This is an optimization exercise on Yosys and OpenROAD, whose aim is small area and a short achievable clock period, not a production implementation.
Function was checked by simulation only, so behaviour that the tests miss may differ from the original.
No driver is modelled on the clock port, so clocking that relies on it looks cheaper here than on a real chip.

==> inputs of job 2724 <==
## gems_quantizer
module gems_quantizer (
    input  wire        clk,
    input  wire        rst,
    input  wire        in_valid,
    input  wire [13:0] fm_raw,
    input  wire [9:0]  psg_div,
    input  wire [6:0]  note_in,
    output reg         out_valid,
    output reg  [6:0]  fm_note,
    output reg  [6:0]  psg_note,
    output reg  [13:0] fm_freq
);
Settings: LEC_CHECK=0, ABC_AREA=1, CAP_MARGIN=20, CORE_MARGIN=2, CORE_UTILIZATION=60, SLEW_MARGIN=20; clock period 25.0 ns.
standard.sh (not shown) runs the stock make flow with config.mk's settings and CLKGATE_MAP_FILE= SYNTH_SCRIPT=/design/flow/synth_recipe.tcl, a recipe that flattens the netlist after the stock synthesis.
==> flow/flow/run.sh <==
#!/bin/bash
# Standard ORFS layout (the standard.sh) with two changes to how the
# layout is made: the port buffers use a small plain buffer instead of the
# delay buffer the resizer picks by default, and CTS inserts no dummy loads.
set -euo pipefail
export BUFFER_PORTS_ARGS="-buffer_cell sky130_fd_sc_hd__buf_1"
export CTS_ARGS="-sink_clustering_enable -repair_clock_nets -dont_use_dummy_load"
bash standard.sh > standard_make.log 2>&1
==> job 6981: changes against job 2724 <==
==> flow/flow/run.sh (replaced) <==
#!/bin/bash
# Standard ORFS layout (the standard.sh) with these changes to how the
# layout is made:
#  - after the standard synthesis, its combinational logic is re-mapped to
#    standard cells with an area-oriented ABC script (flow/remap.ys); the
#    flip-flops stay as the standard synthesis made them;
#  - the port buffers use a small plain buffer instead of the delay buffer
#    the resizer picks by default;
#  - CTS inserts no dummy loads.
# Each tool's output goes to a log file of its own in this folder.
set -euo pipefail
R=$PWD/orfs/results/$FLOW_PLATFORM/gems_quantizer/base
export BUFFER_PORTS_ARGS="-buffer_cell sky130_fd_sc_hd__buf_1"
export CTS_ARGS="-sink_clustering_enable -repair_clock_nets -dont_use_dummy_load"

bash standard.sh $R/1_2_yosys.v > log_std_synth.log 2>&1

mkdir -p remap
LIB=$FLOW_HOME/platforms/$FLOW_PLATFORM/lib/sky130_fd_sc_hd__tt_025C_1v80.lib
cp $LIB remap/full.lib
python3 flow/libsplit.py $LIB remap/map.lib remap/comb.lib > log_libsplit.log 2>&1
cp $R/1_2_yosys.v remap/1_2_yosys.std.v
${YOSYS_EXE:-$FLOW_HOME/../tools/install/yosys/bin/yosys} -s flow/remap.ys > log_remap_yosys.log 2>&1
cp remap/1_2_yosys.v $R/1_2_yosys.v
touch $R/1_2_yosys.v

bash standard.sh > log_std_layout.log 2>&1
==> flow/flow/libsplit.py (new file) <==
#!/usr/bin/env python3
"""Split the platform liberty file for the re-mapping step.

usage: libsplit.py LIB OUT_MAP OUT_COMB
OUT_MAP : the library without the platform's don't-use cells (lpflow, probe),
          which ABC maps to.
OUT_COMB: only the combinational cells of OUT_MAP, which Yosys reads as logic
          so that the standard synthesis netlist can be flattened back to gates.
"""
import re, sys

src = open(sys.argv[1]).read()
pat = re.compile(r'\n\s*cell\s*\(\s*"?([A-Za-z0-9_]+)"?\s*\)\s*\{')
head = None
idx = 0
keep, comb = [], []
while True:
    m = pat.search(src, idx)
    if not m:
        tail = src[idx:]
        break
    if head is None:
        head = src[:m.start()]
    j = m.end()
    depth = 1
    while depth:
        c = src[j]
        if c == '{':
            depth += 1
        elif c == '}':
            depth -= 1
        j += 1
    name = m.group(1)
    body = src[m.start():j]
    idx = j
    if 'lpflow' in name or 'probe' in name:
        continue
    keep.append(body)
    if not re.search(r'\b(ff|latch|statetable)\s*\(', body):
        comb.append(body)
open(sys.argv[2], 'w').write(head + ''.join(keep) + tail)
open(sys.argv[3], 'w').write(head + ''.join(comb) + '\n}\n')
==> flow/flow/remap.abc (new file) <==
strash
dc2
dch -f
amap
topo
==> flow/flow/remap.ys (new file) <==
# Re-map the combinational logic of the standard synthesis netlist with an
# area-oriented ABC script. The flip-flops (cells of the liberty read with
# -lib) are kept as they are, with their names and cell types; the other
# cells are read as their logic function and flattened.
read_liberty -lib remap/full.lib
read_liberty -overwrite remap/comb.lib
read_verilog remap/1_2_yosys.std.v
hierarchy -top gems_quantizer
rename -hide gems_quantizer/c:* gems_quantizer/t:*__df* %d
flatten
opt
abc -liberty remap/map.lib -script flow/remap.abc
splitnets
opt_clean -purge
hilomap -singleton -hicell sky130_fd_sc_hd__conb_1 HI -locell sky130_fd_sc_hd__conb_1 LO
insbuf -buf sky130_fd_sc_hd__buf_4 A X
tee -o remap/stat.txt stat -liberty remap/full.lib
write_verilog -noattr -noexpr -nohex -nodec remap/1_2_yosys.v
design -reset
read_liberty -lib remap/full.lib
read_verilog remap/1_2_yosys.v
hierarchy -top gems_quantizer
check -assert -mapped
==> job 4730: changes against job 2724 <==
==> flow/flow/run.sh (replaced) <==
#!/bin/bash
# Standard ORFS layout (the standard.sh) with these changes to how the
# layout is made:
#  - after the standard synthesis, its combinational logic is re-mapped to
#    standard cells with an area-oriented ABC script (flow/remap.ys); the
#    flip-flops stay as the standard synthesis made them;
#  - the port buffers use a small plain buffer instead of the delay buffer
#    the resizer picks by default;
#  - the clock reaches the flip-flops through four clock buffers in
#    parallel, which flow/clockbuf.tcl inserts before CTS, instead of a
#    two-level tree.
# Each tool's output goes to a log file of its own in this folder.
set -euo pipefail
R=$PWD/orfs/results/$FLOW_PLATFORM/gems_quantizer/base
export BUFFER_PORTS_ARGS="-buffer_cell sky130_fd_sc_hd__buf_1"
export CTS_ARGS="-sink_clustering_enable -repair_clock_nets -dont_use_dummy_load -clk_nets clk"
export PRE_CTS_TCL=$PWD/flow/clockbuf.tcl

bash standard.sh $R/1_2_yosys.v > log_std_synth.log 2>&1

mkdir -p remap
LIB=$FLOW_HOME/platforms/$FLOW_PLATFORM/lib/sky130_fd_sc_hd__tt_025C_1v80.lib
cp $LIB remap/full.lib
python3 flow/libsplit.py $LIB remap/map.lib remap/comb.lib > log_libsplit.log 2>&1
cp $R/1_2_yosys.v remap/1_2_yosys.std.v
${YOSYS_EXE:-$FLOW_HOME/../tools/install/yosys/bin/yosys} -s flow/remap.ys > log_remap_yosys.log 2>&1
cp remap/1_2_yosys.v $R/1_2_yosys.v
touch $R/1_2_yosys.v

bash standard.sh > log_std_layout.log 2>&1
==> flow/flow/clockbuf.tcl (new file) <==
# PRE_CTS hook: drive the clock sinks from four clock buffers, one per
# quadrant of the sinks (split at the median x, then each half at its median
# y), each placed at its group's centroid; the clock port feeds only these
# buffers. CTS then runs on the port net alone, finds no tree to build, and
# the CTS step's own timing repair and legalisation follow as usual.
set cell sky130_fd_sc_hd__clkbuf_8
set block [ord::get_db_block]
set master [[ord::get_db] findMaster $cell]
set clk [$block findNet clk]
set sinks {}
foreach it [$clk getITerms] {
  set loc [[$it getInst] getLocation]
  lappend sinks [list [lindex $loc 0] [lindex $loc 1] $it]
}
proc halves {l idx} {
  set l [lsort -integer -index $idx $l]
  set h [expr {[llength $l] / 2}]
  return [list [lrange $l 0 [expr {$h - 1}]] [lrange $l $h end]]
}
set groups {}
foreach half [halves $sinks 0] {
  foreach q [halves $half 1] {
    lappend groups $q
  }
}
set g 0
foreach grp $groups {
  set buf [odb::dbInst_create $block $master clkbuf_root_$g]
  set net [odb::dbNet_create $block clknet_root_$g]
  set xs 0
  set ys 0
  foreach s $grp {
    set xs [expr {$xs + [lindex $s 0]}]
    set ys [expr {$ys + [lindex $s 1]}]
    set it [lindex $s 2]
    $it disconnect
    $it connect $net
  }
  set m [llength $grp]
  [$buf findITerm A] connect $clk
  [$buf findITerm X] connect $net
  $net setSigType CLOCK
  $buf setLocation [expr {$xs / $m}] [expr {$ys / $m}]
  $buf setPlacementStatus PLACED
  puts "clockbuf: buffer $g drives $m clock sinks"
  incr g
}
==> flow/flow/libsplit.py (new file) <==
#!/usr/bin/env python3
"""Split the platform liberty file for the re-mapping step.

usage: libsplit.py LIB OUT_MAP OUT_COMB
OUT_MAP : the library without the platform's don't-use cells (lpflow, probe),
          which ABC maps to.
OUT_COMB: only the combinational cells of OUT_MAP, which Yosys reads as logic
          so that the standard synthesis netlist can be flattened back to gates.
"""
import re, sys

src = open(sys.argv[1]).read()
pat = re.compile(r'\n\s*cell\s*\(\s*"?([A-Za-z0-9_]+)"?\s*\)\s*\{')
head = None
idx = 0
keep, comb = [], []
while True:
    m = pat.search(src, idx)
    if not m:
        tail = src[idx:]
        break
    if head is None:
        head = src[:m.start()]
    j = m.end()
    depth = 1
    while depth:
        c = src[j]
        if c == '{':
            depth += 1
        elif c == '}':
            depth -= 1
        j += 1
    name = m.group(1)
    body = src[m.start():j]
    idx = j
    if 'lpflow' in name or 'probe' in name:
        continue
    keep.append(body)
    if not re.search(r'\b(ff|latch|statetable)\s*\(', body):
        comb.append(body)
open(sys.argv[2], 'w').write(head + ''.join(keep) + tail)
open(sys.argv[3], 'w').write(head + ''.join(comb) + '\n}\n')
==> flow/flow/remap.abc (new file) <==
strash
dc2
dch -f
amap
topo
==> flow/flow/remap.ys (new file) <==
# Re-map the combinational logic of the standard synthesis netlist with an
# area-oriented ABC script. The flip-flops (cells of the liberty read with
# -lib) are kept as they are, with their names and cell types; the other
# cells are read as their logic function and flattened.
read_liberty -lib remap/full.lib
read_liberty -overwrite remap/comb.lib
read_verilog remap/1_2_yosys.std.v
hierarchy -top gems_quantizer
rename -hide gems_quantizer/c:* gems_quantizer/t:*__df* %d
flatten
opt
abc -liberty remap/map.lib -script flow/remap.abc
splitnets
opt_clean -purge
hilomap -singleton -hicell sky130_fd_sc_hd__conb_1 HI -locell sky130_fd_sc_hd__conb_1 LO
insbuf -buf sky130_fd_sc_hd__buf_4 A X
tee -o remap/stat.txt stat -liberty remap/full.lib
write_verilog -noattr -noexpr -nohex -nodec remap/1_2_yosys.v
design -reset
read_liberty -lib remap/full.lib
read_verilog remap/1_2_yosys.v
hierarchy -top gems_quantizer
check -assert -mapped
==> impl_metrics.json <==
{
  "status": "no timing/DRC/antenna violations",
  "htree_levels": 3,
  "internal_power_mw": 0.163,
  "layout_common_cells": "149 x nand2_1, 81 x inv_1, 62 x buf_1",
  "p_comb_share_pct": 27.9,
  "r2r-start": "s1_div[6]$_DFF_P_",
  "relSlewSlack_pct": 63.3,
  "clk_latency_ns": 0.35,
  "multi_input_gates": 403,
  "pg_clk_mw": 0.0671,
  "inv_count": 96
}
(the above is from job 2724)
==> impl_metrics.json <==
{
  "multi_input_gates": 304,
  "pg_clk_mw": 0.0546,
  "crit_type": "flop to output pin",
  "hold_path_end": "out_valid$_SDFF_PP0_",
  "internal_power_mw": 0.151,
  "layout_common_cells": "84 x nor2_1, 65 x clkinv_1, 62 x buf_1",
  "hold_start": "s1_valid$_SDFF_PP0_",
  "r2r-start": "s1_raw[6]$_DFF_P_",
  "p_comb_share_pct": 24.8,
  "relSlewSlack_pct": 44.7,
  "status": "no timing/DRC/antenna violations",
  "dp_hpwl_um": 6060,
  "seq_cells": 61,
  "final_util_pct": 71.8,
  "inv_count": 65
}
(the above is from job 4730)
==> impl_metrics.json <==
{
  "status": "no timing/DRC/antenna violations",
  "multi_input_gates": 304,
  "final-clk-cell-share_pct": 3.55,
  "inv_count": 65,
  "htree_levels": 3,
  "seq_share_pct": 35.0,
  "pg_clk_mw": 0.0617,
  "post_cts_resized": 0,
  "internal_power_mw": 0.158,
  "min_period_ns": 5.83,
  "slew_violations": 0,
  "syn_nets": 464,
  "relSlewSlack_pct": 43.5
}
(the above is from job 6981)

-- re-timing with driven ports --
Ports are ideal in the flow. The routed layouts listed here were re-timed in OpenROAD.
Step 1 sets driving cells, clkbuf_16 on the clock port and buf_2 on the other inputs (assumed; they add their load-dependent delay and slew).
Step 2, shift: input delay + t, output delay - t, t = (earliest + latest rising clock arrival at the registers) / 2. This alone moves slack from input paths to output paths.
Slacks: ideal / step 1 / step 2; pairs: ideal / step 1.
run	t, ns	setup slack, ns	worst slew at a driven data input, ns	pins driven straight from the clock port
job 2724	0.367	19.177 / 19.144 / 19.511	0.04	1
job 6981	0.362	19.169 / 19.138 / 19.500	0.04	1
job 4730	0.429	19.102 / 19.072 / 19.502	0.04	1
After both steps every run listed still meets setup and hold.
